This design comes from an exercise in tuning for small area, a short achievable clock period and few clock cycles on the open sky130 flow, not from production work. RTL that was checked went through simulation tests only; none was proved equivalent to the original. Function not checked in runs 1 to 3, 6 and 7: the RTL went through the layout flow alone. No activity file was given, so power comes from the tool's default toggle rates.

## run.sh

```bash
#!/bin/bash
# synth_recipe.tcl (not shown) runs the flow's synth.tcl, then flattens the netlist and writes it again
# the make line also repeats each setting of config.mk as NAME=value (left out here)
make -C /OpenROAD-flow-scripts/flow DESIGN_CONFIG=/design/flow/config.mk WORK_HOME=/design/flow/orfs CLKGATE_MAP_FILE= SYNTH_SCRIPT=/design/flow/synth_recipe.tcl finish
```

## config.mk

```make
export PLATFORM = sky130hd
export DESIGN_NAME = sbmc_tick
export DESIGN_NICKNAME = sbmc_tick
export VERILOG_FILES = /design/flow/design.v
export SDC_FILE = /design/flow/constraint.sdc
export NUM_CORES = 4
export LEC_CHECK = 0
export CAP_MARGIN = 20
export CORE_MARGIN = 2
export CORE_UTILIZATION = 40
export SETUP_SLACK_MARGIN = 5
export SLEW_MARGIN = 20
```

## constraint.sdc

```tcl
create_clock -name core_clock -period 10.0 [get_ports {clk}]
set_input_delay 2.0000 -clock core_clock [delete_from_list [all_inputs] [get_ports {clk}]]
set_output_delay 2.0000 -clock core_clock [all_outputs]
set_load 0.01 [all_outputs]
```

## design.v

```verilog
module sbmc_step (
    input  wire [13:0] s,
    output wire [11:0] acc,
    output wire [8:0]  q5,
    output wire [5:0]  q50
);
    wire neg = s[13];
    assign acc = s[13:2] + {11'd0, neg & (s[1:0] != 2'b00)};
    wire [10:0] y  = {~s[13], s[12:3]};
    assign q5  = y / 11'd5;
    assign q50 = y / 11'd50;
endmodule
module sbmc_tick #(
    parameter integer DT        = 100,
    parameter integer SCALE     = 1000,
    parameter integer N_AVG     = 4,
    parameter integer MASK_BITS = 0
) (
    input  wire        clk,
    input  wire        rst,
    input  wire [31:0] cfg_dist_target,
    input  wire [7:0]  cfg_n_ramp,
    input  wire [15:0] cfg_dwell_ticks,
    input  wire [7:0]  cfg_spd_op,
    input  wire [7:0]  cfg_spd_step,
    input  wire [15:0] cfg_cmd_stop,
    input  wire [15:0] cfg_cmd_rev,
    input  wire        run,
    input  wire        tick,
    input  wire        smp_valid,
    output wire        smp_ready,
    input  wire [55:0] smp_data,
    output wire        drv_valid,
    input  wire        drv_ready,
    output wire [15:0] drv_data,
    output wire        busy,
    output wire        running,
    output wire        fault,
    output wire [1:0]  phase,
    output wire [7:0]  ramp,
    output wire [15:0] dwell,
    output wire [31:0] acc,
    output wire [31:0] vel,
    output wire [31:0] distance
);
    localparam [1:0] PH_ACCEL  = 2'd0,
                     PH_CRUISE = 2'd1,
                     PH_REV    = 2'd2,
                     PH_STOP   = 2'd3;
    localparam [28:0] QO_ZERO = -29'sd21;    
    reg        run_q;
    reg        fault_q;
    reg [1:0]  phase_q;
    reg [7:0]  ramp_q;
    reg [15:0] dwell_q;
    reg [11:0] acc_q;         
    reg [31:0] vel_q;
    reg [31:0] dist_q;
    reg [28:0] qo_q;          
    reg [3:0]  r_q;           
    reg        pend_q;        
    reg        busy_q;
    reg        samp_q;        
    reg [1:0]  cnt_q;         
    reg        first_q;       
    reg        xv_q;          
    reg        sa_q, sb_q, sc_q, sd_q, se_q, sf_q;    
    reg        sd2_q, sd3_q, se2_q, se3_q;            
    reg        vovf_q, dovf_q;
    reg        spec_q;        
    reg        zero_q;        
    reg        dv_q;          
    reg        second_q;      
    reg [15:0] dd_q;          
    reg [11:0] x_q;           
    reg [13:0] s_q;           
    reg [8:0]  q5_q;          
    reg [5:0]  q50_q;
    reg [8:0]  dvel_q;        
    reg [5:0]  fdo_q;         
    reg [5:0]  ko_q;          
    reg        c_q;           
    reg [7:0]  nlvl_q;        
    reg [31:0] tgt_q;         
    reg        dz_q;          
    reg        rlast_q;       
    wire [11:0] b_acc;
    wire [8:0]  b_q5;
    wire [5:0]  b_q50;
    sbmc_step u_step (
        .s(s_q), .acc(b_acc), .q5(b_q5), .q50(b_q50)
    );
    wire        s_neg = s_q[13];
    wire        s_lo3 = s_q[2:0] != 3'b000;
    wire [2:0]  r5    = s_q[5:3] - q5_q[2:0] - {q5_q[0], 2'b00};
    wire        cinc  = s_neg && (r5 == 3'd4) && s_lo3;
    wire        cdec  = !s_neg && (r5 != 3'd4);
    wire [8:0]  dvel  = q5_q - 9'd204 + {{8{cdec}}, cdec | cinc};
    wire [5:0]  r50   = s_q[8:3] - {q50_q[0], 5'd0} - {q50_q[1:0], 4'd0} - {q50_q[4:0], 1'b0};
    wire        cf    = s_neg ? (r50 >= (s_lo3 ? 6'd19 : 6'd20)) : (r50 >= 6'd24);
    wire [5:0]  fdo   = q50_q + {5'd0, cf};
    wire [32:0] vsum  = {vel_q[31], vel_q} + {{24{dvel_q[8]}}, dvel_q};
    wire        vovf  = vsum[32] != vsum[31];
    wire        vsafe = vel_q[31] == vel_q[30];
    wire [3:0]  md    = dvel_q[3:0] - {fdo_q[2:0], 1'b0} - {fdo_q[0], 3'd0} + 4'd2;
    wire [4:0]  u     = {1'b0, md} + {1'b0, r_q};
    wire        cy    = u >= 5'd10;
    wire [3:0]  rn    = cy ? u[3:0] - 4'd10 : u[3:0];
    wire [5:0]  ko    = fdo_q + {5'd0, cy};
    wire [33:0] e_a   = {{2{dist_q[31]}}, dist_q};
    wire [33:0] e_b   = {{5{qo_q[28]}}, qo_q};
    wire [33:0] e_c   = {28'd0, ko_q};
    wire [33:0] e_s   = e_a ^ e_b ^ e_c;
    wire [33:0] e_m   = (e_a & e_b) | (e_a & e_c) | (e_b & e_c);
    wire [33:0] dsum  = e_s + {e_m[32:0], c_q};
    wire        dovf  = (dsum[33:31] != 3'b000) && (dsum[33:31] != 3'b111);
    wire        dsafe = dist_q[31] == dist_q[30];
    wire [28:0] qsum  = qo_q + {23'd0, ko_q} - 29'd21;
    wire        d_ge  = $signed(dist_q) >= $signed(tgt_q);
    wire        d_le0 = dist_q[31] || (dist_q == 32'd0);
    wire live   = run_q && !fault_q && (phase_q != PH_STOP);
    wire active = samp_q || sa_q || sb_q || sc_q || sd_q || sd2_q || sd3_q
                  || se_q || se2_q || se3_q || sf_q || dv_q;
    wire start  = pend_q && live && !active;
    wire take   = smp_valid && samp_q;
    wire sent   = dv_q && drv_ready;
    wire vel_we = (sd_q && vsafe) || (sd3_q && !vovf_q);
    wire dst_we = (se_q && dsafe) || (se3_q && !dovf_q);
    wire p0_a   = sa_q && (phase_q == PH_ACCEL) && vsafe && dsafe;
    wire f_ev   = sf_q && !spec_q;
    wire p0_f   = f_ev && (phase_q == PH_ACCEL);
    wire p1_hit = f_ev && (phase_q == PH_CRUISE) && d_ge;
    wire p2_hit = f_ev && (phase_q == PH_REV) && d_le0;
    wire p0     = p0_a || p0_f;
    reg        n_pend, n_samp, n_sa, n_sb, n_sc, n_sd, n_sd2, n_sd3, n_se, n_se2, n_se3,
               n_sf, n_dv, n_fault, n_run;
    reg [1:0]  n_phase;
    always @(*) begin
        n_run   = run_q;
        n_fault = fault_q;
        n_phase = phase_q;
        n_samp  = samp_q;
        n_sa    = 1'b0;
        n_sb    = sa_q;
        n_sc    = sb_q;
        n_sd    = sc_q;
        n_sd2   = sd_q && !vsafe;
        n_sd3   = sd2_q;
        n_se    = vel_we;
        n_se2   = se_q && !dsafe;
        n_se3   = se2_q;
        n_sf    = dst_we;
        n_dv    = dv_q;
        n_pend  = pend_q;
        if (run && !run_q) begin
            n_run   = 1'b1;
            n_phase = PH_ACCEL;
            n_pend  = 1'b0;
        end else begin
            n_pend = (tick && live) || (pend_q && !start);
            if (start) begin
                if (dwell_q != 16'd0) begin
                    if (dwell_q == 16'd1) begin
                        n_dv    = 1'b1;
                        n_phase = PH_REV;
                    end
                end else begin
                    n_samp = 1'b1;
                end
            end
            if (take && cnt_q == 2'd3) begin
                n_samp = 1'b0;
                n_sa   = 1'b1;
            end
            if (sent && !second_q)
                n_dv = 1'b0;
            if ((sd3_q && vovf_q) || (se3_q && dovf_q))
                n_fault = 1'b1;
            if (p0) begin
                n_dv = 1'b1;
                if (rlast_q)
                    n_phase = PH_CRUISE;
            end
            if (p1_hit) begin
                n_dv = 1'b1;
                if (dz_q)
                    n_phase = PH_REV;
            end
            if (p2_hit) begin
                n_dv    = 1'b1;
                n_phase = PH_STOP;
            end
        end
    end
    wire n_live = n_run && !n_fault && (n_phase != PH_STOP);
    always @(posedge clk) begin
        if (rst) begin
            run_q   <= 1'b0;
            fault_q <= 1'b0;
            phase_q <= PH_ACCEL;
            pend_q  <= 1'b0;
            busy_q  <= 1'b0;
            samp_q  <= 1'b0;
            sa_q    <= 1'b0;
            sb_q    <= 1'b0;
            sc_q    <= 1'b0;
            sd_q    <= 1'b0;
            sd2_q   <= 1'b0;
            sd3_q   <= 1'b0;
            se_q    <= 1'b0;
            se2_q   <= 1'b0;
            se3_q   <= 1'b0;
            sf_q    <= 1'b0;
            dv_q    <= 1'b0;
            zero_q  <= 1'b0;
            xv_q    <= 1'b0;
        end else begin
            run_q   <= n_run;
            fault_q <= n_fault;
            phase_q <= n_phase;
            pend_q  <= n_pend;
            busy_q  <= (n_pend && n_live) || n_samp || n_sa || n_sb || n_sc || n_sd
                       || n_sd2 || n_sd3 || n_se || n_se2 || n_se3 || n_sf || n_dv;
            samp_q  <= n_samp;
            sa_q    <= n_sa;
            sb_q    <= n_sb;
            sc_q    <= n_sc;
            sd_q    <= n_sd;
            sd2_q   <= n_sd2;
            sd3_q   <= n_sd3;
            se_q    <= n_se;
            se2_q   <= n_se2;
            se3_q   <= n_se3;
            sf_q    <= n_sf;
            dv_q    <= n_dv;
            zero_q  <= (start && dwell_q == 16'd1) || (p1_hit && dz_q);
            xv_q    <= take;
        end
    end
    always @(posedge clk) begin
        if (rst) begin
            ramp_q  <= 8'd0;
            dwell_q <= 16'd0;
            acc_q   <= 12'd0;
            vel_q   <= 32'd0;
            dist_q  <= 32'd0;
            qo_q    <= QO_ZERO;
            r_q     <= 4'd0;
        end else if (run && !run_q) begin
            ramp_q  <= 8'd0;
            dwell_q <= 16'd0;
            vel_q   <= 32'd0;
            dist_q  <= 32'd0;
            qo_q    <= QO_ZERO;
            r_q     <= 4'd0;
        end else begin
            if (start && dwell_q != 16'd0)
                dwell_q <= dwell_q - 16'd1;
            if (p1_hit && !dz_q)
                dwell_q <= cfg_dwell_ticks;
            if (p0)
                ramp_q <= ramp_q + 8'd1;
            if (sb_q)
                acc_q <= b_acc;
            if (sd_q)
                r_q <= rn;
            if (vel_we)
                vel_q <= vsum[31:0];
            if (dst_we) begin
                dist_q <= dsum[31:0];
                qo_q   <= qsum;
            end
            if (zero_q) begin
                vel_q <= 32'd0;
                qo_q  <= QO_ZERO;
                r_q   <= 4'd0;
            end
        end
    end
    always @(posedge clk) begin
        tgt_q   <= cfg_dist_target;
        dz_q    <= (cfg_dwell_ticks == 16'd0);
        rlast_q <= (ramp_q + 8'd1 == cfg_n_ramp);
        if (run && !run_q)
            nlvl_q <= cfg_spd_step;
        else if (p0)
            nlvl_q <= nlvl_q + cfg_spd_step;
        if (start)
            cnt_q <= 2'd0;
        else if (take)
            cnt_q <= cnt_q + 2'd1;
        if (take)
            x_q <= {smp_data[11:8], smp_data[7:0]};
        if (start)
            first_q <= 1'b1;
        else if (xv_q)
            first_q <= 1'b0;
        if (xv_q)
            s_q <= (first_q ? 14'd0 : s_q) + {{2{x_q[11]}}, x_q};
        if (sa_q)
            spec_q <= p0_a;
        if (sb_q) begin
            q5_q  <= b_q5;
            q50_q <= b_q50;
        end
        if (sc_q) begin
            dvel_q <= dvel;
            fdo_q  <= fdo;
        end
        if (sd_q) begin
            ko_q <= ko;
            c_q  <= vsum[31] && (rn != 4'd0);
        end
        if (sd2_q)
            vovf_q <= vovf;
        if (se2_q)
            dovf_q <= dovf;
        if (start) begin
            dd_q     <= cfg_cmd_rev;
            second_q <= 1'b0;
        end else if (p0) begin
            dd_q     <= {nlvl_q, cfg_spd_op};
            second_q <= 1'b0;
        end else if (p1_hit || p2_hit) begin
            dd_q     <= cfg_cmd_stop;
            second_q <= p1_hit && dz_q;
        end else if (sent) begin
            dd_q     <= cfg_cmd_rev;
            second_q <= 1'b0;
        end
    end
    assign smp_ready = samp_q;
    assign drv_valid = dv_q;
    assign drv_data  = dd_q;
    assign busy     = busy_q;
    assign running  = run_q;
    assign fault    = fault_q;
    assign phase    = phase_q;
    assign ramp     = ramp_q;
    assign dwell    = dwell_q;
    assign acc      = {{20{acc_q[11]}}, acc_q};
    assign vel      = vel_q;
    assign distance = dist_q;
endmodule
```

==> notes.md, run 1 <==
Design Area, Final=around 24,000 µm²; full die area=51,200 µm²; RSZ-0062 raised after global routing=false; Worst EP arrival=between 4 and 5 ns; Port-buffer cells=about 260; Synth async-reset ratio=0; Final nets=around 2,900; Post-synth EDFFs=90; Final period util=0.452; largest cells by area after synthesis=dfxtp_1 19%, ha_1 14%, edfxtp_1 14%; r2r endpoint=dvel_q[8]; final setup TNS=0 ns; GRT overflow=0; FF-to-FF path depth=19; Core Area=slightly below 50,000 µm²; status=no timing/DRC/antenna violations; Hold Crit Start=second_q; launch point of the worst path=s_q[3]; DRC viols=0; Post-CTS Hold Buffers=0; Mapped Cells=between 2,000 and 2,500; worst endpoint required time=between 10 and 15 ns; clock-pin slew on the worst setup and hold paths=about 0.060 ns; Fin Hold WS=~0.46 ns; Netlist cell types=between 100 and 150; Post-DP Area=22,900 µm²; Pwr per Cell Area=roughly 110 nW/µm²; cell row count=81; ant diodes=0; pre-CTS WS=~4.8 ns; post-route minimum period=4.52 ns; Setup violations, final=0; Syn. warnings=1; clk_skew=0.0187 ns; Max Fanout on Critical Path=5; Final Hold Viols=0; maximum VDD drop=0.0000976 V; Starting DRT DRC Count=approximately 730; Routed Wire Length=around 52 mm; worst r2r src=s_q[3]; Area Growth Syn to Fin=22.0%; Detail Route Antenna Nets=0; via count=16,800; CTS root buf=clkbuf_16; Crit Path Class=register to register; #FFs+latches synth=roughly 280; post-synth design cell area=a little under 20,000 µm²; Static Leak=slightly above 10 nW; Max-cap violations=0; CTS max path bufs=3; syn avg cell area=just under 9 µm²; leading area contributor after synthesis=dfxtp_1; ratio of cells with drive above 1 in the final layout=0.0481; most used flip-flop cell after synthesis=dfxtp_1; Commonest cells post-synth=222 x ha_1, 209 x a21oi_1, 209 x nand2_1, 191 x dfxtp_1, 173 x nor2_1; f_max=between 200 and 250 MHz; Num CTS Buffers=37; number of global-route vias before repair=between 15,000 and 20,000; CTS tree=yes; CP Launch Type=register; top-area cell type share of the netlist area=0.194; worst slew pin tran=0.989 ns; Starting Density=0.404; Rel. slew slack=0.339; dpl hpwl=between 30 and 40 mm; Die H=226 µm; insertion delay to the later sink of the worst-skew pair=~0.55 ns; die width=between 200 and 250 µm; Hold WC Path Type=register to register; hold path endpoint=second_q; fin worst setup slack=about 5.5 ns; Seq/Total Area, Yosys=0.330; GPL Wtd Cong=roughly 0.86; reg2reg setup slack=roughly 5.5 ns; first-pass GRT wire length=approximately 83 mm; hold depth=2; final number of max-transition violations=0; Sink Count=~280; largest net degree at the start of global routing=78; syn nets=2,649; DRT Pass-1 Iters=7; count leader, synth=ha_1; total track usage=0.200; initial antenna violation count=1; Vias/cell=~5.3; CP Capture Type=register; Boundary Pins=309; number of H-tree levels=2; Avg WL per Cell=16.4 µm
## stage by stage
| stage | power, W | std cells | utilization |
|---|---|---|---|
| after CTS | 0.00276 | 3159 | 0.493 |
| after global placement | 0.00142 | 3093 | 0.468 |
| after floorplan | 0.00134 | 2246 | - |
| after detailed placement | 0.00142 | 3093 | 0.468 |
| after global routing | 0.00282 | 3161 | 0.493 |
| final | 0.00271 | 3161 | 0.493 |
## flip-flops by register name (all words and copies together), names as in the netlist, 6 cells and up
signal and flops:
acc_q 12, dd_q 16, dist_q 32, dvel_q 9, dwell_q 16, fdo_q 6
ko_q 6, nlvl_q 8, q50_q 6, q5_q 9, qo_q 29, ramp_q 8
s_q 14, tgt_q 32, vel_q 32, x_q 12
## kinds of logic (layout without fill, tap and decap cells)
kind of cell	Yosys count	after routing	share of synthesized area
AO/OA/AOI/OAI	591	591	0.195
AND/OR/NAND/NOR	651	651	0.157
multiplexers	47	47	0.0246
buffers and inverters	258	509	0.0575
flip-flops	281	281	0.330
XOR/XNOR	179	179	0.0794
adder cells (fa/ha/maj)	239	239	0.157
## layer usage
metal | global-route usage | wire length (µm)
met5 | 0 | 16
met4 | 0.0724 | 1510
met3 | 0.0299 | 2210
met2 | 0.344 | 25100
met1 | 0.253 | 23200
## area by class of cell
| class | count | area (µm²) |
|---|---|---|
| well taps | 664 | 831 |
| clock buffers | 57 | 1170 |
| flip-flops and latches | 281 | 6530 |
| fillers | 4644 | 24800 |
| inverters | 161 | 604 |
| repair buffers | 282 | 2780 |
| multi-input cells | 1707 | 12100 |
| clock inverters | 9 | 45.0 |
## worst max-delay path: stages, from the launching register on
cell	delay, ns
edfxtp_1	0.51
inv_1	0.23
ha_1	0.29
ha_1	0.19
or2_2	0.30
fa_1	0.38
xnor2_1	0.21
xnor2_1	0.13
a21oi_2	0.20
inv_1	0.12
ha_1	0.28
inv_1	0.06
ha_1	0.29
a21o_1	0.18
a21oi_1	0.22
o21bai_1	0.09
a21oi_1	0.22
o21bai_1	0.08
a21oi_1	0.17
xnor2_1	0.09
## worst max path at each step
stage | to | slack, ns
floorplan | dvel_q[8] | 5.78
global placement | qo_q[3] | 4.89
detailed placement | qo_q[3] | 4.84
CTS | dvel_q[8] | 5.03
global route | dvel_q[8] | 5.19
finish | dvel_q[8] | 5.48
## power by group
part	switching [W]	total [W]	internal (W)
registers	0.0000132	0.00121	0.00120
logic	0.0000895	0.000187	0.0000975
clock network	0.000514	0.00131	0.000800
total	0.000617	0.00271	0.00210
## placed cells by master, fill, tap and decap left out, drive strengths merged, types with 6 or more instances in the layout
cell	instances
clkdlybuf4s50	264
a21boi	7
a21o	59
o21bai	21
nor3	38
edfxtp	90
nor2	174
a31oi	16
a21oi	210
nor3b	9
or3	20
o31ai	6
o21a	26
clkbuf	57
nor2b	33
fa	15
a211oi	30
inv	159
dfxtp	191
clkinv	11
nor4	20
o22ai	8
xor2	60
mux2i	44
nand3	52
buf	18
nand4	21
nand2b	18
and3	15
o211ai	28
xnor2	119
nand2	211
or2	7
and2	12
o21ai	106
ha	222
a22o	8
## repair_timing
action,in CTS,in global routing
endpoints found under the setup margin,0,2
gates resized for setup,0,1
buffers inserted,0,2
==> run 2, diff against run 1 <==
==> flow/run.sh (new file) <==
#!/bin/bash
set -euo pipefail
export SETUP_SLACK_MARGIN=6.6
bash standard.sh > standard.log 2>&1
==> standard.sh (new file) <==
#!/bin/bash
# synth_recipe.tcl (not shown) runs the flow's synth.tcl, then flattens the netlist and writes it again
# the make line also repeats each setting of config.mk as NAME=value (left out here)
make -C /OpenROAD-flow-scripts/flow DESIGN_CONFIG=/design/flow/config.mk WORK_HOME=/design/flow/orfs CLKGATE_MAP_FILE= SYNTH_SCRIPT=/design/flow/synth_recipe.tcl "${@:-finish}"
--- a/config.mk
+++ b/config.mk
@@ -8,5 +8,4 @@
 export CAP_MARGIN = 20
 export CORE_MARGIN = 2
 export CORE_UTILIZATION = 40
-export SETUP_SLACK_MARGIN = 5
 export SLEW_MARGIN = 20
removed: run.sh
==> run 2 against run 1 <==
  * Still clean on timing, DRC and antenna
  * Global-route usage is 0.91 points higher
  * Sequential power about the same
  * Synthesized cell count unchanged
  * Clock skew rose by 0.0072 ns
  * Power decreased by 2.0%
  * Cell area up 4.8%
  * Sequential share of layout area fell by 0.90 points
  * Via count grew 2.5%
  * Combinational power rose by 12%
  * Clock power is 5% lower
  * Worst hold slack better by 0.0067 ns
  * Critical path type unchanged
==> notes.md, run 2 <==
Max-cap violations=0; clock-pin slew on the worst setup and hold paths=roughly 0.060 ns; Pwr per Cell Area=approximately 110 nW/µm²; post-route minimum period=3.74 ns; die width=around 230 µm; #FFs+latches synth=~280; top-area cell type share of the netlist area=0.194; Core Area=48,800 µm²; GRT overflow=0; cell row count=81; most used flip-flop cell after synthesis=dfxtp_1; CTS max path bufs=3; syn avg cell area=slightly below 9 µm²; leading area contributor after synthesis=dfxtp_1; Max Fanout on Critical Path=4; Final period util=0.374; initial antenna violation count=2; CP Capture Type=register; Starting DRT DRC Count=about 800; worst r2r src=q5_q[0]; Syn. warnings=1; via count=about 17,000; Final nets=between 2,000 and 3,000; Rel. slew slack=0.418; ratio of cells with drive above 1 in the final layout=0.137; Commonest cells post-synth=222 x ha_1, 209 x a21oi_1, 209 x nand2_1, 191 x dfxtp_1, 173 x nor2_1; GPL Wtd Cong=between 0.9 and 1; full die area=around 51,000 µm²; Area Growth Syn to Fin=27.8%; FF-to-FF path depth=19; Setup crit end=dvel_q[8]; launch point of the worst path=q5_q[0]; r2r endpoint=dvel_q[8]; worst endpoint required time=between 10 and 15 ns; final setup TNS=0 ns; Starting Density=0.404; DRC viols=0; Worst EP arrival=a little over 4 ns; Die H=between 200 and 250 µm; slowest CP cell=edfxtp_1; number of H-tree levels=2; Port-buffer cells=around 260; Avg WL per Cell=between 15 and 20 µm; clk_skew=0.0259 ns; Static Leak=approximately 11 nW; maximum VDD drop=0.000105 V; first-pass GRT wire length=~86 mm; Post-DP Area=23,000 µm²; worst path cell trace=ha_4, inv_2, ha_4, or2_4, fa_2, xnor2_2, xnor2_2, a21oi_2, inv_2, ha_4, inv_4, ha_4, a21o_1, a21oi_2, o21bai_1, a21oi_2, o21bai_1, a21oi_1, xnor2_1; DRT Pass-1 Iters=5; Design Area, Final=~25,000 µm²; count leader, synth=ha_1; CTS tree=yes; placed cells=between 3,000 and 4,000; Num CTS Buffers=36; status=no timing/DRC/antenna violations; Seq/Total Area, Yosys=0.330; CP Launch Type=register; CTS root buf=clkbuf_16; commonest non-fill, non-tap cells in the layout=208 x nand2_1, 200 x ha_1, 187 x a21oi_1; Vias/cell=around 5.3; Final Hold Viols=0; Netlist cell types=approximately 100; Post-synth EDFFs=90; syn nets=approximately 2,600; dpl hpwl=between 30 and 40 mm; Detail Route Antenna Nets=0; Setup violations, final=0; number of global-route vias before repair=16,700; Top Registers=dist_q x32, tgt_q x32, vel_q x32; total track usage=0.209; Mapped Cells=~2,200; Hold WC Path Type=register to register; insertion delay to the later sink of the worst-skew pair=~0.56 ns; RSZ-0062 raised after global routing=true; final number of max-transition violations=0; largest net degree at the start of global routing=79; largest cells by area after synthesis=dfxtp_1 19%, ha_1 14%, edfxtp_1 14%; Post-CTS Hold Buffers=0; Boundary Pins=about 310; reg2reg setup slack=6.26 ns; f_max=267 MHz; worst slew pin tran=about 0.87 ns; commonest non-fill, non-tap cell in the layout=nand2_1; Routed Wire Length=approximately 55 mm; Crit Path Class=register to register; CP max stage delay=0.43 ns; Synth async-reset ratio=0; Worst path most repeated cell=ha_4; Post-Layout Cell Count=~3,200; post-synth design cell area=between 15,000 and 20,000 µm²; Sink Count=~280
run 2: what timing repair did:
| action | in CTS | in global routing |
|---|---|---|
| cloned | 2 | 0 |
| pin swaps | 37 | 60 |
| endpoints found under the setup margin | 337 | 72 |
| setup buffers | 51 | 29 |
| gates resized for setup | 264 | 79 |
run 2: through the flow:
stage | util | hold WS, ns | total power, W | setup WS (ns)
floorplan | - | 0.438 | 0.00134 | 6.22
CTS | 0.505 | 0.475 | 0.00269 | 6.18
global route | 0.517 | 0.495 | 0.00277 | 6.05
detailed placement | 0.471 | 0.463 | 0.00143 | 4.78
finish | 0.517 | 0.470 | 0.00266 | 6.26
global placement | 0.471 | 0.447 | 0.00142 | 4.88
run 2: report_power, final:
| group | switching (W) | internal [W] |
|---|---|---|
| logic | 0.0000998 | 0.000109 |
| clock network | 0.000515 | 0.000728 |
| registers | 0.0000102 | 0.00120 |
run 2: final cells by class:
type	instances	area [µm²]
multi-input combinational	1709	12800
fill	4621	23600
inverter	161	612
timing repair buffer	360	3240
sequential	281	6610
clock buffer	50	1000
tap	664	831
clock inverter	15	104
antenna	1	2.50
run 2: cell families (layout without fill, tap and decap cells):
group,after synthesis,in the layout,synth area share
compound gates,591,591,0.195
fa+ha+maj,239,239,0.157
mux,47,47,0.0246
buf+inv,258,586,0.0575
simple gates,651,653,0.157
xor+xnor,179,179,0.0794
other cells,0,1,0
flops,281,281,0.330
run 2: critical path, delay by kind of cell, from the launching register on:
| family | cells | cell delay (ns) |
|---|---|---|
| AO/OA/AOI/OAI | 7 | 0.97 |
| XOR/XNOR | 3 | 0.40 |
| adder cells (fa/ha/maj) | 5 | 1.27 |
| buffers and inverters | 3 | 0.17 |
| flip-flops | 1 | 0.43 |
| AND/OR/NAND/NOR | 1 | 0.24 |
run 2: routing by layer:
metal,up-vias,GRT usage,wire length (µm)
li1,8629,-,-
met1,8127,0.262,24100
met2,349,0.357,26300
met3,99,0.0377,2510
met4,2,0.0766,1650
met5,-,0,13
run 2: how the worst min path moves through the flow:
stage / from / endpoint / slack, ns / cells past startpoint
after global placement: cnt_q[1] / cnt_q[1] / 0.45 / 2
after global routing: second_q / second_q / 0.50 / 2
after detailed placement: sd2_q / vovf_q / 0.46 / 0
after floorplan: se_q / se2_q / 0.44 / 2
after CTS: vel_q[10] / vel_q[10] / 0.48 / 2
final: vel_q[0] / vel_q[0] / 0.47 / 2
==> run 3, diff against run 2 <==
--- a/design.v
+++ b/design.v
@@ -95,10 +95,14 @@
     wire [2:0]  r5    = s_q[5:3] - q5_q[2:0] - {q5_q[0], 2'b00};
     wire        cinc  = s_neg && (r5 == 3'd4) && s_lo3;
     wire        cdec  = !s_neg && (r5 != 3'd4);
-    wire [8:0]  dvel  = q5_q - 9'd204 + {{8{cdec}}, cdec | cinc};
+    wire [8:0]  dv_m  = q5_q - 9'd205;
+    wire [8:0]  dv_0  = q5_q - 9'd204;
+    wire [8:0]  dv_p  = q5_q - 9'd203;
+    wire [8:0]  dvel  = cdec ? dv_m : (cinc ? dv_p : dv_0);
     wire [5:0]  r50   = s_q[8:3] - {q50_q[0], 5'd0} - {q50_q[1:0], 4'd0} - {q50_q[4:0], 1'b0};
     wire        cf    = s_neg ? (r50 >= (s_lo3 ? 6'd19 : 6'd20)) : (r50 >= 6'd24);
-    wire [5:0]  fdo   = q50_q + {5'd0, cf};
+    wire [5:0]  q50_p = q50_q + 6'd1;
+    wire [5:0]  fdo   = cf ? q50_p : q50_q;
     wire [32:0] vsum  = {vel_q[31], vel_q} + {{24{dvel_q[8]}}, dvel_q};
     wire        vovf  = vsum[32] != vsum[31];
     wire        vsafe = vel_q[31] == vel_q[30];
@@ -289,8 +293,7 @@
             cnt_q <= 2'd0;
         else if (take)
             cnt_q <= cnt_q + 2'd1;
-        if (take)
-            x_q <= {smp_data[11:8], smp_data[7:0]};
+        x_q     <= {smp_data[11:8], smp_data[7:0]};
         if (start)
             first_q <= 1'b1;
         else if (xv_q)
@@ -299,22 +302,16 @@
             s_q <= (first_q ? 14'd0 : s_q) + {{2{x_q[11]}}, x_q};
         if (sa_q)
             spec_q <= p0_a;
-        if (sb_q) begin
-            q5_q  <= b_q5;
-            q50_q <= b_q50;
-        end
-        if (sc_q) begin
-            dvel_q <= dvel;
-            fdo_q  <= fdo;
-        end
+        q5_q    <= b_q5;
+        q50_q   <= b_q50;
+        dvel_q  <= dvel;
+        fdo_q   <= fdo;
         if (sd_q) begin
             ko_q <= ko;
             c_q  <= vsum[31] && (rn != 4'd0);
         end
-        if (sd2_q)
-            vovf_q <= vovf;
-        if (se2_q)
-            dovf_q <= dovf;
+        vovf_q  <= vovf;
+        dovf_q  <= dovf;
         if (start) begin
             dd_q     <= cfg_cmd_rev;
             second_q <= 1'b0;
==> run 3 against run 2 <==
  * Still clean
  * Synthesized cell count decreased by 0.31%
  * Register-to-register slack improved by 0.05 ns
  * Synthesized area decreased by 3.3%
  * First-iteration DRC count increased by 10%
  * Critical path type unchanged
  * Highest routed layer is now met4
==> notes.md, run 3 <==
Worst EP arrival=4.10 ns; initial antenna violation count=0; combinational fraction of design power=0.133; Final Hold Viols=0; final setup TNS=0 ns; clock-pin slew on the worst setup and hold paths=approximately 0.060 ns; area occupied by multi-input gates=between 10,000 and 15,000 µm²; total track usage=0.213; part of the power in registers=0.410; CTS tree=yes; dpl hpwl=37.7 mm; cell row count=80; leading area contributor after synthesis=dfxtp_1; CP Launch Type=register; Top Registers=dist_q x32, tgt_q x32, vel_q x32; Avg WL per Cell=about 17 µm; Post-synth EDFFs=46; Crit Path Class=register to register; full die area=approximately 49,000 µm²; Worst path most repeated cell=a21oi_2; register area=~6000 µm²; Cell Int Power=about 0.0022 W; CP Capture Type=register; Mapped Cells=~2,200; Psw=between 0.0007 and 0.0008 W; Static Leak=11.8 nW; top-area cell type share of the netlist area=0.246; crit-path leading delay family=compound AO/OA/AOI/OAI gates; Sink Count=about 280; #FFs+latches synth=between 200 and 300; Synth Area in Simple Gates=0.173; status=no timing/DRC/antenna violations; Starting Density=0.402; placed cells=roughly 3,000; M1 WL=between 20 and 25 mm; Max Used Layer=met4; count leader, synth=dfxtp_1; Synth Area in Compound Gates=0.197; slowest CP cell=fa_1; xor and xnor area share after synthesis=0.0834; CTS max path bufs=3; syn avg cell area=about 8.5 µm²; Max Fanout on Critical Path=4; GRT overflow=0; insertion delay to the later sink of the worst-skew pair=roughly 0.55 ns; multiplexer area fraction after synthesis=0.0185; DRT Pass-1 Iters=5; largest cells by area after synthesis=dfxtp_1 25%, ha_1 14%, edfxtp_1 7.2%; Starting DRT DRC Count=approximately 890; Detail Route Antenna Nets=0; Max-cap violations=0; Rel. slew slack=0.477; die width=between 200 and 250 µm; CTS root buf=clkbuf_16; worst slew pin tran=0.785 ns; syn nets=2,629; commonest non-fill, non-tap cell in the layout=ha_1; fin worst setup slack=around 6.3 ns; worst path cell trace=fa_1, ha_2, inv_2, fa_2, nor2b_2, o21ai_2, a21oi_2, o21ai_2, a31oi_2, a41o_1, a21oi_2, a21oi_2, a31o_2, buf_4, nand3_1, o211ai_1, o21ai_1, a21o_1; GPL Wtd Cong=0.861; Fin Hold WS=roughly 0.43 ns; worst endpoint required time=~10 ns; Post-CTS Hold Buffers=0; switch share=0.246; Hold WC Path Type=register to register; routed wl met3=2.02 mm; Vias/cell=about 5.3; via count=between 15,000 and 20,000; Port-buffer cells=between 200 and 300; adder-cell share of the synthesized area=0.155; Syn. warnings=1; final number of max-transition violations=0; Netlist cell types=92; first-pass GRT wire length=86.3 mm; Final period util=0.369; Boundary Pins=309; Core Area=47,400 µm²; ant diodes=0; ratio of cells with drive above 1 in the final layout=0.168; number of global-route vias before repair=around 17,000; maximum VDD drop=0.000109 V; largest net degree at the start of global routing=68; Post-Layout Cell Count=3,233; Clock Power Share=0.457; Num CTS Buffers=37; Pwr per Cell Area=116 nW/µm²; commonest non-fill, non-tap cells in the layout=197 x ha_1, 194 x nand2_1, 192 x dfxtp_1; Setup violations, final=0; Crit path buffers/inverters=2; RSZ-0062 raised after global routing=true; Final nets=just under 3,000; Synth async-reset ratio=0; post-synth design cell area=~19,000 µm²; metal2 WL=between 20 and 30 mm; Routed Wire Length=around 55 mm; f_max=271 MHz; Commonest cells post-synth=235 x dfxtp_1, 210 x ha_1, 199 x nand2_1, 195 x a21oi_1, 173 x nor2_1; CP max stage delay=roughly 0.54 ns; Seq/Total Area, Yosys=0.319; most used flip-flop cell after synthesis=dfxtp_1; pre-CTS WS=around 5.2 ns; clk_skew=between 0.02 and 0.025 ns; post-route minimum period=about 3.7 ns; DRC viols=0; post-layout util=0.536; Filler Cells Inserted=between 4,000 and 5,000; largest family of logic cells by synthesized area=compound AO/OA/AOI/OAI gates; number of H-tree levels=2; Die H=around 220 µm; Area Growth Syn to Fin=33.3%
-- run 3: cell types whose count changed after synthesis, moves of 9 or more --
cell / change
ha_1: -12
a21oi_1: -14
mux2i_1: -11
edfxtp_1: -44
nand2_1: -10
dfxtp_1: +44
o21bai_1: -9
a211oi_1: +23
clkbuf_1: +10
-- run 3: power groups by stage --
stage | Clock [W] | Combinational (W) | Sequential, W
floorplan | 0 | 0.000213 | 0.00122
global placement | 0 | 0.000302 | 0.00123
detailed placement | 0 | 0.000313 | 0.00123
CTS | 0.00138 | 0.000355 | 0.00120
global route | 0.00142 | 0.000432 | 0.00121
finish | 0.00135 | 0.000391 | 0.00121
-- run 3: routing by layer --
layer	global-route usage	up-vias
met5	0	-
met2	0.393	352
met4	0.0771	0
li1	-	8684
met3	0.0341	105
met1	0.246	8145
-- run 3: worst reg2reg max path: cells and delay by family, from the launching register on --
| family | cells | cell delay, ns |
|---|---|---|
| compound gates | 11 | 1.72 |
| fa+ha+maj | 3 | 1.09 |
| flops | 1 | 0.37 |
| simple gates | 2 | 0.22 |
| buf+inv | 2 | 0.15 |
-- run 3: layout make-up --
cell class / instances / area share
clock buffer: 56 / 0.0444
clock inverter: 11 / 0.00423
inverter: 154 / 0.0232
multi-input combinational: 1709 / 0.507
sequential: 281 / 0.242
tap: 615 / 0.0302
timing repair buffer: 407 / 0.149
-- run 3: cells by family after synthesis --
logic type,Yosys count
compound gates,581
xor+xnor,181
fa+ha+maj,228
buf+inv,250
flops,281
mux,35
simple gates,683
-- run 3: worst paths after layout --
kind | endpoint | slack (ns) | cells past startpoint | from
worst max-delay path | dovf_q | 6.31 | 18 | dist_q[0]
worst max register to register | dovf_q | 6.31 | 18 | dist_q[0]
worst min-delay path | dvel_q[8] | 0.43 | 1 | q5_q[8]
worst min register to register | dvel_q[8] | 0.43 | 1 | q5_q[8]
-- run 3: what timing repair did --
item                                    4_1_cts  5_1_grt
pin swaps                                    82      101
resized for setup                           301      132
endpoints found under the setup margin      333      117
hold endpoints to repair                      0        0
setup buffers                               101       29
cloned                                        3        0
-- run 3: per-stage QoR --
stage               power, W  area [µm²]
finish               0.00294       25500
global route         0.00306       25500
CTS                  0.00294       24700
detailed placement   0.00154       22300
global placement     0.00153       22300
floorplan            0.00144       19200
==> run 4, diff against run 3 <==
--- a/design.v
+++ b/design.v
@@ -62,9 +62,7 @@
     reg        busy_q;
     reg        samp_q;        
     reg [1:0]  cnt_q;         
-    reg        first_q;       
-    reg        xv_q;          
-    reg        sa_q, sb_q, sc_q, sd_q, se_q, sf_q;    
+    reg        sb_q, sc_q, sd_q, se_q, sf_q;          
     reg        sd2_q, sd3_q, se2_q, se3_q;            
     reg        vovf_q, dovf_q;
     reg        spec_q;        
@@ -72,7 +70,6 @@
     reg        dv_q;          
     reg        second_q;      
     reg [15:0] dd_q;          
-    reg [11:0] x_q;           
     reg [13:0] s_q;           
     reg [8:0]  q5_q;          
     reg [5:0]  q50_q;
@@ -123,20 +120,20 @@
     wire        d_ge  = $signed(dist_q) >= $signed(tgt_q);
     wire        d_le0 = dist_q[31] || (dist_q == 32'd0);
     wire live   = run_q && !fault_q && (phase_q != PH_STOP);
-    wire active = samp_q || sa_q || sb_q || sc_q || sd_q || sd2_q || sd3_q
+    wire active = samp_q || sb_q || sc_q || sd_q || sd2_q || sd3_q
                   || se_q || se2_q || se3_q || sf_q || dv_q;
     wire start  = pend_q && live && !active;
     wire take   = smp_valid && samp_q;
     wire sent   = dv_q && drv_ready;
     wire vel_we = (sd_q && vsafe) || (sd3_q && !vovf_q);
     wire dst_we = (se_q && dsafe) || (se3_q && !dovf_q);
-    wire p0_a   = sa_q && (phase_q == PH_ACCEL) && vsafe && dsafe;
+    wire p0_a   = sb_q && (phase_q == PH_ACCEL) && vsafe && dsafe;
     wire f_ev   = sf_q && !spec_q;
     wire p0_f   = f_ev && (phase_q == PH_ACCEL);
     wire p1_hit = f_ev && (phase_q == PH_CRUISE) && d_ge;
     wire p2_hit = f_ev && (phase_q == PH_REV) && d_le0;
     wire p0     = p0_a || p0_f;
-    reg        n_pend, n_samp, n_sa, n_sb, n_sc, n_sd, n_sd2, n_sd3, n_se, n_se2, n_se3,
+    reg        n_pend, n_samp, n_sb, n_sc, n_sd, n_sd2, n_sd3, n_se, n_se2, n_se3,
                n_sf, n_dv, n_fault, n_run;
     reg [1:0]  n_phase;
     always @(*) begin
@@ -144,8 +141,7 @@
         n_fault = fault_q;
         n_phase = phase_q;
         n_samp  = samp_q;
-        n_sa    = 1'b0;
-        n_sb    = sa_q;
+        n_sb    = 1'b0;
         n_sc    = sb_q;
         n_sd    = sc_q;
         n_sd2   = sd_q && !vsafe;
@@ -174,7 +170,7 @@
             end
             if (take && cnt_q == 2'd3) begin
                 n_samp = 1'b0;
-                n_sa   = 1'b1;
+                n_sb   = 1'b1;
             end
             if (sent && !second_q)
                 n_dv = 1'b0;
@@ -205,7 +201,6 @@
             pend_q  <= 1'b0;
             busy_q  <= 1'b0;
             samp_q  <= 1'b0;
-            sa_q    <= 1'b0;
             sb_q    <= 1'b0;
             sc_q    <= 1'b0;
             sd_q    <= 1'b0;
@@ -217,16 +212,14 @@
             sf_q    <= 1'b0;
             dv_q    <= 1'b0;
             zero_q  <= 1'b0;
-            xv_q    <= 1'b0;
         end else begin
             run_q   <= n_run;
             fault_q <= n_fault;
             phase_q <= n_phase;
             pend_q  <= n_pend;
-            busy_q  <= (n_pend && n_live) || n_samp || n_sa || n_sb || n_sc || n_sd
+            busy_q  <= (n_pend && n_live) || n_samp || n_sb || n_sc || n_sd
                        || n_sd2 || n_sd3 || n_se || n_se2 || n_se3 || n_sf || n_dv;
             samp_q  <= n_samp;
-            sa_q    <= n_sa;
             sb_q    <= n_sb;
             sc_q    <= n_sc;
             sd_q    <= n_sd;
@@ -238,7 +231,6 @@
             sf_q    <= n_sf;
             dv_q    <= n_dv;
             zero_q  <= (start && dwell_q == 16'd1) || (p1_hit && dz_q);
-            xv_q    <= take;
         end
     end
     always @(posedge clk) begin
@@ -293,14 +285,9 @@
             cnt_q <= 2'd0;
         else if (take)
             cnt_q <= cnt_q + 2'd1;
-        x_q     <= {smp_data[11:8], smp_data[7:0]};
-        if (start)
-            first_q <= 1'b1;
-        else if (xv_q)
-            first_q <= 1'b0;
-        if (xv_q)
-            s_q <= (first_q ? 14'd0 : s_q) + {{2{x_q[11]}}, x_q};
-        if (sa_q)
+        if (take)
+            s_q <= (s_q & {14{cnt_q != 2'd0}}) + {{2{smp_data[11]}}, smp_data[11:8], smp_data[7:0]};
+        if (sb_q)
             spec_q <= p0_a;
         q5_q    <= b_q5;
         q50_q   <= b_q50;
==> run 4 against run 3 <==
  * Still clean on timing, DRC and antenna
  * Sequential share of layout area is 0.90 points lower
  * Routed wire length is 2.0% higher
  * Non-clock buffer count is 6 lower
  * Setup slack worse by 0.10 ns
  * Largest cell class unchanged
  * Power is 8.7% higher
  * Sequential cell count is 15 lower
  * Combinational power is 110% higher
==> notes.md, run 4 <==
fin worst setup slack=6.21 ns; Vias/cell=5.44; final setup TNS=0 ns; Cell Int Power=around 0.0023 W; number of global-route vias before repair=17,000; Boundary Pins=~300; syn avg cell area=roughly 8.4 µm²; via count=roughly 18,000; f_max=roughly 260 MHz; CTS root buf=clkbuf_16; Die H=~220 µm; Detail Route Antenna Nets=0; Top Registers=dist_q x32, tgt_q x32, vel_q x32; post-route minimum period=3.79 ns; count leader, synth=dfxtp_1; cell row count=79; die width=221 µm; Netlist cell types=between 90 and 100; post-synth design cell area=between 15,000 and 20,000 µm²; metal2 WL=~27 mm; syn nets=between 2,000 and 3,000; DRC viols=0; initial antenna violation count=1; Post-synth EDFFs=between 40 and 50; total track usage=0.217; CP max stage delay=approximately 0.55 ns; leading area contributor after synthesis=dfxtp_1; largest cells by area after synthesis=dfxtp_1 23%, ha_1 14%, edfxtp_1 7.3%; post-layout util=0.543; GRT overflow=0; Starting Density=0.405; most used flip-flop cell after synthesis=dfxtp_1; Port-buffer cells=264; switch share=0.285; Psw=0.000912 W; Routed Wire Length=about 56 mm; maximum VDD drop=0.000133 V; commonest non-fill, non-tap cells in the layout=217 x nand2_1, 186 x ha_1, 171 x a21oi_1; Synth async-reset ratio=0; GPL Wtd Cong=around 0.89; largest net degree at the start of global routing=86; Hold WC Path Type=register to register; clock-pin slew on the worst setup and hold paths=around 0.06 ns; part of the power in registers=0.367; Starting DRT DRC Count=1,016; Avg WL per Cell=around 17 µm; insertion delay to the later sink of the worst-skew pair=roughly 0.55 ns; clk_skew=about 0.02 ns; Final nets=between 2,000 and 3,000; dpl hpwl=39.1 mm; Commonest cells post-synth=220 x dfxtp_1, 219 x nand2_1, 211 x ha_1, 210 x a21oi_1, 170 x inv_1; WP depth=14; status=no timing/DRC/antenna violations; hold depth=1; crit-path leading delay family=compound AO/OA/AOI/OAI gates; top-area cell type share of the netlist area=0.234; Sink Count=around 270; final number of max-transition violations=0; slowest CP cell=fa_1; FF-to-FF path depth=14; ratio of cells with drive above 1 in the final layout=0.180; routed wl met3=2.30 mm; Crit path buffers/inverters=0; Max Used Layer=met4; Seq/Total Area, Yosys=0.307; Setup violations, final=0; commonest non-fill, non-tap cell in the layout=nand2_1; Max Fanout on Critical Path=3; Final period util=0.379; full die area=around 49,000 µm²; RSZ-0062 raised after global routing=true; number of H-tree levels=2; pre-CTS WS=5.30 ns; Worst EP arrival=4.22 ns; worst path cell trace=fa_1, ha_4, nor2b_2, o21a_1, o21ai_2, a21oi_2, o2111ai_2, nand4_1, a31oi_2, o21bai_2, a41o_1, or4b_4, nand4_1, o21ai_2; worst slew pin tran=1.05 ns; M1 WL=between 20 and 25 mm; Pwr per Cell Area=127 nW/µm²; #FFs+latches synth=266; Mapped Cells=~2,300; Final Hold Viols=0; Max-cap violations=0; CTS tree=yes; CP Launch Type=register; Clock Power Share=0.376; Area Growth Syn to Fin=33.9%; Syn. warnings=1; CP Capture Type=register; worst endpoint required time=around 10 ns; Static Leak=11.5 nW; DRT Pass-1 Iters=7; Rel. slew slack=0.298; Crit Path Class=register to register; Num CTS Buffers=34; CTS max path bufs=3; first-pass GRT wire length=87.9 mm; combinational fraction of design power=0.256; Core Area=about 46,000 µm²
[run 4: changes by cell type after synthesis, sizes merged, moves of 8 or more]
| cell | delta |
|---|---|
| inv | +21 |
| nand2 | +20 |
| mux2i | -19 |
| o22ai | +18 |
| nor2 | -17 |
| dfxtp | -15 |
| a21oi | +14 |
| nor3 | -13 |
| clkbuf | +11 |
| a211oi | -10 |
| o21a | +10 |
| nand2b | +8 |
[run 4: kinds of logic (layout without fill, tap and decap cells)]
| group | Yosys count | after routing | synth area share |
|---|---|---|---|
| other cells | 0 | 1 | 0 |
| flops | 266 | 266 | 0.307 |
| mux | 17 | 17 | 0.00924 |
| compound gates | 629 | 629 | 0.216 |
| simple gates | 658 | 661 | 0.167 |
| buf+inv | 274 | 631 | 0.0603 |
| xor+xnor | 178 | 178 | 0.0828 |
| fa+ha+maj | 229 | 229 | 0.157 |
[run 4: worst paths after layout]
path	start	end	slack, ns
hold / removal	q50_q[5]	fdo_q[5]	0.43
setup reg to reg	ko_q[2]	dovf_q	6.21
hold reg to reg	q50_q[5]	fdo_q[5]	0.43
setup / recovery	ko_q[2]	dovf_q	6.21
[run 4: metrics by stage]
stage	instance area, µm²	total power [W]	hold WS (ns)	std cells
after floorplan	19000	0.00165	0.402	2251
after global placement	22100	0.00179	0.427	3036
after detailed placement	22100	0.00181	0.421	3036
after CTS	24100	0.00312	0.429	3162
after global routing	25200	0.00336	0.448	3219
final	25200	0.00320	0.425	3219
[run 4: per-layer routing]
layer / vias up / GRT usage
met3: 102 / 0.0327
met5: - / 0
li1: 8723 / -
met4: 0 / 0.0838
met2: 365 / 0.377
met1: 8323 / 0.269
[run 4: area by class of cell]
class | instances | area (µm²)
fill | 4227 | 21200
multi-input combinational | 1714 | 13200
inverter | 174 | 658
sequential | 266 | 5880
antenna | 1 | 2.50
tap | 607 | 759
timing repair buffer | 401 | 3640
clock buffer | 45 | 946
clock inverter | 11 | 128
[run 4: what timing repair did]
action	in CTS	in global routing
setup endpoints to repair	329	106
setup buffers	69	53
gates resized for setup	326	146
hold buffers	0	0
cloned	1	3
hold endpoints to repair	0	0
pin swaps	71	103
[run 4: worst reg2reg max path: cells and delay by family (launching register included)]
kind / cells / cell delay, ns
fa+ha+maj: 2 / 0.76
simple gates: 4 / 1.03
flops: 1 / 0.44
compound gates: 8 / 1.44
[run 4: power by group through the flow]
stage / registers [W] / clock network, W / logic, W
floorplan: 0.00119 / 0 / 0.000460
detailed placement: 0.00120 / 0 / 0.000610
finish: 0.00118 / 0.00120 / 0.000821
global route: 0.00118 / 0.00128 / 0.000907
CTS: 0.00117 / 0.00124 / 0.000708
global placement: 0.00120 / 0 / 0.000588
Testbench counts of run 4, summed over its fixed seeds: cycles 36,672.
==> run 5, diff against run 4 <==
==> flow/run.sh (replaced) <==
#!/bin/bash
set -euo pipefail
export SETUP_SLACK_MARGIN=6.6
export BUFFER_PORTS_ARGS="-buffer_cell sky130_fd_sc_hd__buf_2"
bash standard.sh > standard.log 2>&1
==> run 5 against run 4 <==
  * Critical path depth decreased by 1
  * Sequential power about the same
  * Setup slack improved by 0.14 ns
  * Power decreased by 1.1%
  * Routed wire length decreased by 2.4%
  * Synthesized area unchanged
  * Sequential cell count unchanged
  * Critical path type unchanged
==> notes.md, run 5 <==
Core Area=~46,000 µm²; Static Leak=~11 nW; Worst path most repeated cell=a21o_1; RSZ-0062 raised after global routing=true; initial antenna violation count=5; count leader, synth=dfxtp_1; worst endpoint required time=around 10 ns; Max Fanout on Critical Path=3; slowest CP cell=fa_1; Final Hold Viols=0; Starting Density=0.405; maximum VDD drop=~0.00014 V; worst slew pin tran=between 1 and 1.5 ns; post-route minimum period=3.65 ns; worst path cell trace=fa_1, ha_1, a21o_1, a21o_1, a2111oi_4, o31ai_4, o21a_2, nor4_4, o21ai_2, a31oi_4, or4b_1, nand4_1, o21ai_1; Num CTS Buffers=34; insertion delay to the later sink of the worst-skew pair=about 0.54 ns; Detail Route Antenna Nets=0; Design Area, Final=around 24,000 µm²; Vias/cell=~5.4; syn nets=about 2,600; Die H=around 220 µm; CP Launch Type=register; DRC viols=0; largest cells by area after synthesis=dfxtp_1 23%, ha_1 14%, edfxtp_1 7.3%; Sink Count=approximately 270; largest net degree at the start of global routing=86; Pwr per Cell Area=~130 nW/µm²; Commonest cells post-synth=220 x dfxtp_1, 219 x nand2_1, 211 x ha_1, 210 x a21oi_1, 170 x inv_1; via count=17,500; Port-buffer cells=approximately 260; Final nets=slightly below 3,000; ratio of cells with drive above 1 in the final layout=0.263; final number of max-transition violations=0; final setup TNS=0 ns; Post-CTS Hold Buffers=0; most used flip-flop cell after synthesis=dfxtp_1; Filler Cells Inserted=4,296; GRT overflow=0; Max-cap violations=0; Routed Wire Length=between 50 and 60 mm; Mapped Cells=2,251; Rel. slew slack=0.307; Post-synth EDFFs=46; Post-DP Area=~21,000 µm²; first-pass GRT wire length=between 80 and 90 mm; CTS tree=yes; top-area cell type share of the netlist area=0.234; total track usage=0.211; Setup violations, final=0; Netlist cell types=just over 90; CP Capture Type=register; Final period util=0.365; number of H-tree levels=2; clk_skew=between 0.01 and 0.015 ns; number of global-route vias before repair=17,100; DRT Pass-1 Iters=5; commonest non-fill, non-tap cell in the layout=buf_2; cell row count=between 70 and 80; Hold WC Path Type=register to register; CTS max path bufs=3; CTS root buf=clkbuf_16; status=no timing/DRC/antenna violations; leading area contributor after synthesis=dfxtp_1; f_max=around 270 MHz; Avg WL per Cell=about 17 µm; Top Registers=dist_q x32, tgt_q x32, vel_q x32; post-synth design cell area=18,800 µm²; Crit path buffers/inverters=0; Starting DRT DRC Count=around 990; die width=about 220 µm; dpl hpwl=38.1 mm; Syn. warnings=1; GPL Wtd Cong=approximately 0.87; crit-path leading delay family=compound AO/OA/AOI/OAI gates; Synth async-reset ratio=0; clock-pin slew on the worst setup and hold paths=0.06 ns; Final Power=0.00316 W; Area Growth Syn to Fin=27.1%; Worst EP arrival=about 4 ns; full die area=approximately 49,000 µm²; Crit Path Class=register to register; Boundary Pins=roughly 310; commonest non-fill, non-tap cells in the layout=263 x buf_2, 218 x nand2_1, 205 x dfxtp_1; CP max stage delay=between 0.4 and 0.5 ns; syn avg cell area=~8.4 µm²; #FFs+latches synth=~270; Seq/Total Area, Yosys=0.307
[run 5: cell counts after synthesis]
No cell type changed its count.
[run 5: worst paths after layout]
kind | start | to | slack (ns) | cells after the start
worst max-delay path | ko_q[1] | dovf_q | 6.35 | 13
worst min-delay path | q5_q[8] | dvel_q[8] | 0.43 | 1
worst max register to register | ko_q[1] | dovf_q | 6.35 | 13
worst min register to register | q5_q[8] | dvel_q[8] | 0.43 | 1
[run 5: repair_timing]
item	4_1_cts	5_1_grt
gates cloned	1	4
setup buffers	65	52
endpoints found under the hold margin	0	0
setup endpoints to repair	122	100
resized for setup	103	144
pin swaps	66	91
[run 5: cells by family after synthesis]
kind of cell | after synthesis | share of synthesized area
AO/OA/AOI/OAI | 629 | 0.216
XOR/XNOR | 178 | 0.0828
adder cells (fa/ha/maj) | 229 | 0.157
buffers and inverters | 274 | 0.0603
flip-flops | 266 | 0.307
multiplexers | 17 | 0.00924
AND/OR/NAND/NOR | 658 | 0.167
[run 5: layout make-up]
cell class | count | area, µm² | area share
Timing Repair Buffer | 396 | 2420 | 0.101
Clock buffer | 49 | 1000 | 0.0418
Tap cell | 607 | 759 | 0.0318
Inverter | 174 | 656 | 0.0274
Clock inverter | 12 | 92.6 | 0.00387
Multi-Input combinational cell | 1714 | 13200 | 0.551
Sequential cell | 266 | 5810 | 0.243
Antenna cell | 5 | 12.5 | 0.000523
[run 5: stage by stage]
step | hold slack [ns] | util | cells | setup WS [ns]
after floorplan | 0.402 | - | 2251 | 6.01
after global placement | 0.421 | 0.447 | 3035 | 5.69
after detailed placement | 0.423 | 0.447 | 3035 | 5.62
after CTS | 0.426 | 0.491 | 3162 | 6.27
after global routing | 0.439 | 0.515 | 3222 | 6.17
final | 0.430 | 0.515 | 3223 | 6.35
[run 5: metal layers]
layer  wire [µm]  up-vias  GRT usage  share of wire
met3        2210      117     0.0283          0.041
met4        1830        0     0.0784          0.034
met2       26800      392      0.376           0.49
met1       23700     8293      0.259           0.43
met5           0        -          0              0
li1            -     8706          -              -
[run 5: power by group]
part           switching (W)  internal (W)
clock network       0.000491      0.000722
registers          0.0000330       0.00115
logic               0.000384      0.000387
==> run 6, diff against run 5 <==
--- a/design.v
+++ b/design.v
@@ -81,6 +81,7 @@
     reg [31:0] tgt_q;         
     reg        dz_q;          
     reg        rlast_q;       
+    reg [33:0] h_q;           
     wire [11:0] b_acc;
     wire [8:0]  b_q5;
     wire [5:0]  b_q50;
@@ -108,12 +109,8 @@
     wire        cy    = u >= 5'd10;
     wire [3:0]  rn    = cy ? u[3:0] - 4'd10 : u[3:0];
     wire [5:0]  ko    = fdo_q + {5'd0, cy};
-    wire [33:0] e_a   = {{2{dist_q[31]}}, dist_q};
-    wire [33:0] e_b   = {{5{qo_q[28]}}, qo_q};
-    wire [33:0] e_c   = {28'd0, ko_q};
-    wire [33:0] e_s   = e_a ^ e_b ^ e_c;
-    wire [33:0] e_m   = (e_a & e_b) | (e_a & e_c) | (e_b & e_c);
-    wire [33:0] dsum  = e_s + {e_m[32:0], c_q};
+    wire [33:0] hsum  = {{2{dist_q[31]}}, dist_q} + {{5{qo_q[28]}}, qo_q};
+    wire [33:0] dsum  = h_q + {27'd0, {1'b0, ko_q} + {6'd0, c_q}};
     wire        dovf  = (dsum[33:31] != 3'b000) && (dsum[33:31] != 3'b111);
     wire        dsafe = dist_q[31] == dist_q[30];
     wire [28:0] qsum  = qo_q + {23'd0, ko_q} - 29'd21;
@@ -275,6 +272,7 @@
     end
     always @(posedge clk) begin
         tgt_q   <= cfg_dist_target;
+        h_q     <= hsum;
         dz_q    <= (cfg_dwell_ticks == 16'd0);
         rlast_q <= (ramp_q + 8'd1 == cfg_n_ramp);
         if (run && !run_q)
--- a/config.mk
+++ b/config.mk
@@ -8,4 +8,5 @@
 export CAP_MARGIN = 20
 export CORE_MARGIN = 2
 export CORE_UTILIZATION = 40
+export CTS_BUF_LIST = sky130_fd_sc_hd__clkbuf_4 sky130_fd_sc_hd__clkbuf_8
 export SLEW_MARGIN = 20
==> run 6 against run 5 <==
  * Combinational power rose by 4.0%
  * Fmax rose by 2.1%
  * Non-clock buffer count fell by 43
  * Power rose by 8.6%
  * Synthesized area rose by 2.6%
  * Critical path type unchanged
  * Largest cell class unchanged
  * Highest routed layer is now met5
==> notes.md, run 6 <==
status=no timing/DRC/antenna violations; CP Capture Type=register; syn nets=2,618; CTS root buf=clkbuf_8; Rel. slew slack=0.299; GPL Wtd Cong=0.865; Port-buffer cells=about 260; ratio of cells with drive above 1 in the final layout=0.252; CP Launch Type=register; full die area=50,100 µm²; Seq/Total Area, Yosys=0.334; Final Hold Viols=0; cell row count=80; Core Area=about 48,000 µm²; total track usage=0.204; Post-DP Area=between 20,000 and 25,000 µm²; Detail Route Antenna Nets=0; maximum VDD drop=roughly 0.00012 V; dpl hpwl=37.7 mm; Num CTS Buffers=57; Final period util=0.358; final number of max-transition violations=0; Max Fanout on Critical Path=16; worst slew pin tran=between 1 and 1.5 ns; count leader, synth=dfxtp_1; Starting DRT DRC Count=936; Post-Layout Cell Count=3,231; Synth async-reset ratio=0; Netlist cell types=91; post-layout util=0.499; GRT overflow=0; Starting Density=0.404; post-route minimum period=3.58 ns; Setup violations, final=0; Area Growth Syn to Fin=23.5%; CTS max path bufs=3; commonest non-fill, non-tap cell in the layout=buf_2; DRC viols=0; commonest non-fill, non-tap cells in the layout=262 x buf_2, 232 x dfxtp_1, 195 x nor2_1; Routed Wire Length=between 50 and 60 mm; first-pass GRT wire length=between 80 and 90 mm; Die H=224 µm; clock-pin slew on the worst setup and hold paths=roughly 0.06 ns; CTS tree=yes; Pwr per Cell Area=between 100 and 150 nW/µm²; Post-CTS Hold Buffers=0; Worst EP arrival=roughly 4.1 ns; Commonest cells post-synth=253 x dfxtp_1, 201 x nor2_1, 189 x ha_1, 181 x nand2_1, 177 x a21oi_1; largest net degree at the start of global routing=about 70; Final nets=around 2,900; Static Leak=11.3 nW; largest cells by area after synthesis=dfxtp_1 26%, ha_1 12%, edfxtp_1 7.2%; DRT Pass-1 Iters=5; syn avg cell area=roughly 8.6 µm²; initial antenna violation count=5; Vias/cell=about 5.4; most used flip-flop cell after synthesis=dfxtp_1; Mapped Cells=approximately 2,300; number of H-tree levels=2; final setup TNS=0 ns; RSZ-0062 raised after global routing=true; top-area cell type share of the netlist area=0.262; insertion delay to the later sink of the worst-skew pair=0.66 ns; Crit Path Class=register to register; Post-synth EDFFs=46; Hold WC Path Type=register to register; #FFs+latches synth=about 300; max reg flops=33; Max-cap violations=0; via count=between 15,000 and 20,000; Syn. warnings=1; Biggest register=h_q; placed cells=approximately 3,100; Boundary Pins=between 300 and 400; f_max=roughly 280 MHz; Final Power=between 0.003 and 0.004 W; clk_skew=0.0174 ns; Avg WL per Cell=between 15 and 20 µm; post-synth design cell area=between 15,000 and 20,000 µm²; Design Area, Final=between 20,000 and 25,000 µm²; Sink Count=about 300; number of global-route vias before repair=~17,000; worst endpoint required time=10.54 ns; leading area contributor after synthesis=dfxtp_1; die width=224 µm
-- run 6: per-layer routing --
layer  GRT usage  up-vias  part of all wire
met4      0.0852        2             0.036
met5           0        -           0.00015
li1            -     8603                 -
met1       0.245     8113              0.42
met2       0.362      450              0.49
met3      0.0295      136             0.047
-- run 6: cells by family after synthesis --
group | Yosys count | synth area share
compound gates | 567 | 0.193
xor+xnor | 204 | 0.0929
fa+ha+maj | 202 | 0.134
buf+inv | 264 | 0.0571
flops | 299 | 0.334
mux | 37 | 0.0198
simple gates | 680 | 0.169
-- run 6: timing repair --
item                       4_1_cts  5_1_grt
cloned                           3        0
buffers inserted                52       18
pin swaps                       58       56
gates resized for setup        105       93
setup endpoints to repair      177       76
-- run 6: critical path: stages, from the launching register on --
cell	delay (ns)
edfxtp_1	0.48
buf_12	0.20
and3_4	0.20
or3_4	0.35
and2_2	0.23
or3_1	0.34
a21oi_2	0.18
o22ai_4	0.12
buf_4	0.17
xnor2_2	0.18
a311oi_4	0.36
inv_2	0.05
maj3_2	0.30
a221o_1	0.30
-- run 6: layout make-up --
class / count / area [µm²]
sequential: 299 / 6480
clock inverter: 15 / 116
clock buffer: 91 / 1160
inverter: 166 / 628
fill: 4453 / 23900
timing repair buffer: 353 / 2160
tap: 615 / 769
multi-input combinational: 1690 / 12500
antenna: 2 / 5.00
-- run 6: stage by stage --
stage,setup WS (ns),hold WS (ns)
floorplan,6.00,0.409
global placement,5.26,0.426
detailed placement,5.25,0.437
CTS,6.45,0.436
global route,6.32,0.452
finish,6.42,0.431
-- run 6: final timing paths --
check | start | end | slack, ns | cells past startpoint
worst min-delay path | q5_q[8] | dvel_q[8] | 0.43 | 1
worst max-delay path | s_q[11] | q5_q[1] | 6.42 | 13
worst max register to register | s_q[11] | q5_q[1] | 6.42 | 13
worst min register to register | q5_q[8] | dvel_q[8] | 0.43 | 1
-- run 6: where the power goes --
part / switching, W / total, W / leakage (nW) / internal, W
registers: 0.0000326 / 0.00131 / 2.49 / 0.00128
logic: 0.000400 / 0.000802 / 8.11 / 0.000402
clock network: 0.000559 / 0.00132 / 0.678 / 0.000762
total: 0.000992 / 0.00344 / 11.3 / 0.00244
==> run 7, diff against run 6 <==
--- a/config.mk
+++ b/config.mk
@@ -10,3 +10,4 @@
 export CORE_UTILIZATION = 40
 export CTS_BUF_LIST = sky130_fd_sc_hd__clkbuf_4 sky130_fd_sc_hd__clkbuf_8
 export SLEW_MARGIN = 20
+export TNS_END_PERCENT = 5
==> run 7 against run 6 <==
  * Still clean on timing, DRC and antenna
  * Non-clock buffer count decreased by 29
  * Combinational power down 24%
  * Sequential cell count stayed put
  * Die area is the same
  * Routed wire length decreased by 2.7%
  * Clock skew increased by 0.034 ns
  * Power decreased by 5.4%
  * Clock power about the same
  * Final cell count shrank 1.0%
  * Fmax fell by 6.5%
  * Sequential share of layout area grew 0.73 points
  * Clock-buffer cell count increased by 5
  * Critical path type unchanged
  * Largest cell class unchanged
==> notes.md, run 7 <==
Commonest cells post-synth=253 x dfxtp_1, 201 x nor2_1, 189 x ha_1, 181 x nand2_1, 177 x a21oi_1; Starting Density=0.404; first-pass GRT wire length=between 80 and 90 mm; CTS root buf=clkbuf_8; DRC viols=0; Vias/cell=5.28; Max-cap violations=0; Setup violations, final=0; Avg WL per Cell=16.1 µm; Detail Route Antenna Nets=0; via count=16,900; post-synth design cell area=between 15,000 and 20,000 µm²; maximum VDD drop=roughly 0.00010 V; Seq/Total Area, Yosys=0.334; part of the power in registers=0.402; CTS max path bufs=3; leading area contributor after synthesis=dfxtp_1; Final period util=0.383; syn nets=between 2,000 and 3,000; DRT Pass-1 Iters=5; GRT overflow=0; Syn. warnings=1; register area=6450 µm²; max reg flops=33; largest cells by area after synthesis=dfxtp_1 26%, ha_1 12%, edfxtp_1 7.2%; Rel. slew slack=0.349; commonest non-fill, non-tap cells in the layout=264 x buf_2, 252 x dfxtp_1, 198 x nor2_1; final number of max-transition violations=0; Post-synth EDFFs=46; total track usage=0.200; Static Leak=~11 nW; Crit path buffers/inverters=3; worst path cell trace=buf_6, or4b_4, a31oi_4, o211ai_1, a21boi_2, mux2i_1, xor2_1, nor3_2, nor2_2, inv_2, a21oi_4, xor2_2, buf_4, a211o_1, mux2i_1, a32o_1; Cell Int Power=0.00234 W; crit-path leading delay family=compound AO/OA/AOI/OAI gates; Max Fanout on Critical Path=5; insertion delay to the later sink of the worst-skew pair=roughly 0.67 ns; CP max stage delay=0.54 ns; ratio of cells with drive above 1 in the final layout=0.208; Clock Power Share=0.411; most used flip-flop cell after synthesis=dfxtp_1; f_max=261 MHz; die width=around 220 µm; Boundary Pins=slightly above 300; final setup TNS=0 ns; pre-CTS WS=approximately 4.6 ns; CTS tree=yes; initial antenna violation count=1; largest net degree at the start of global routing=68; slowest CP cell=or4b_4; Die H=~220 µm; clock-pin slew on the worst setup and hold paths=0.06 ns; worst slew pin tran=0.977 ns; commonest non-fill, non-tap cell in the layout=buf_2; dpl hpwl=about 37 mm; full die area=about 50,000 µm²; switch share=0.280; top-area cell type share of the netlist area=0.262; Routed Wire Length=around 52 mm; number of global-route vias before repair=16,400; CP Launch Type=register; Final Hold Viols=0; Final nets=slightly below 3,000; Pwr per Cell Area=141 nW/µm²; worst endpoint required time=~11 ns; Crit Path Class=register to register; Post-CTS Hold Buffers=0; area occupied by multi-input gates=12,100 µm²; cell row count=80; number of H-tree levels=2; Filler Cells Inserted=about 4,500; Core Area=around 48,000 µm²; #FFs+latches synth=about 300; syn avg cell area=8.57 µm²; combinational fraction of design power=0.187; Num CTS Buffers=58; status=no timing/DRC/antenna violations; count leader, synth=dfxtp_1; Worst EP arrival=4.39 ns; Psw=about 0.00091 W; Synth async-reset ratio=0; Worst path most repeated cell=mux2i_1; Hold WC Path Type=register to register; Mapped Cells=~2,300; Area Growth Syn to Fin=19.7%; Port-buffer cells=around 260; post-route minimum period=about 3.8 ns; Netlist cell types=91; CP Capture Type=register; clk_skew=~0.051 ns; Starting DRT DRC Count=a little over 800; RSZ-0062 raised after global routing=true; Biggest register=h_q; fin worst setup slack=between 6 and 7 ns; GPL Wtd Cong=between 0.8 and 0.9; Sink Count=around 300
run 7: final timing paths:
check / startpoint / end / slack, ns / depth (start not counted)
setup reg to reg: s_q[10] / q50_q[0] / 6.17 / 16
hold reg to reg: q50_q[5] / fdo_q[5] / 0.43 / 1
hold / removal: q50_q[5] / fdo_q[5] / 0.43 / 1
setup / recovery: s_q[10] / q50_q[0] / 6.17 / 16
run 7: kinds of logic (layout without fill, tap and decap cells):
family          Yosys count  in the layout  share of synthesized area
simple gates            680            681                      0.169
compound gates          567            567                      0.193
flops                   299            299                      0.334
xor+xnor                204            204                     0.0929
other cells               0              1                          0
fa+ha+maj               202            202                      0.134
buf+inv                 264            592                     0.0571
mux                      37             37                     0.0198
run 7: cell type report:
cell class              count  share of cell area
clock inverters             6             0.00422
multi-input cells        1691               0.525
well taps                 615              0.0333
repair buffers            324              0.0810
inverters                 166              0.0271
diodes                      1            0.000108
clock buffers              96              0.0507
flip-flops and latches    299               0.279
run 7: power by group through the flow:
stage | Sequential [W] | Combinational [W] | Clock [W]
detailed placement | 0.00134 | 0.000586 | 0
global placement | 0.00134 | 0.000567 | 0
global route | 0.00131 | 0.000696 | 0.00142
floorplan | 0.00133 | 0.000463 | 0
CTS | 0.00131 | 0.000607 | 0.00138
finish | 0.00131 | 0.000607 | 0.00134
run 7: layer usage:
| layer | track usage | routed length, µm |
|---|---|---|
| met1 | 0.229 | 21700 |
| met3 | 0.0325 | 1950 |
| met2 | 0.361 | 25900 |
| met5 | 0 | 0 |
| met4 | 0.0929 | 2040 |
run 7: per-stage QoR:
step / instance area [µm²] / utilization / total power (W) / instances / hold slack, ns
after global routing: 23100 / 0.484 / 0.00343 / 3198 / 0.453
after floorplan: 19400 / - / 0.00179 / 2253 / 0.409
after CTS: 22900 / 0.479 / 0.00330 / 3188 / 0.440
after global placement: 21100 / 0.441 / 0.00190 / 3046 / 0.436
after detailed placement: 21100 / 0.441 / 0.00192 / 3046 / 0.436
final: 23100 / 0.484 / 0.00325 / 3198 / 0.428
run 7: repair_timing:
action / 4_1_cts / 5_1_grt
setup endpoints to repair: 103 / 138
buffers inserted: 37 / 9
resized for setup: 48 / 44
cloned: 3 / 0
pin swaps: 13 / 30
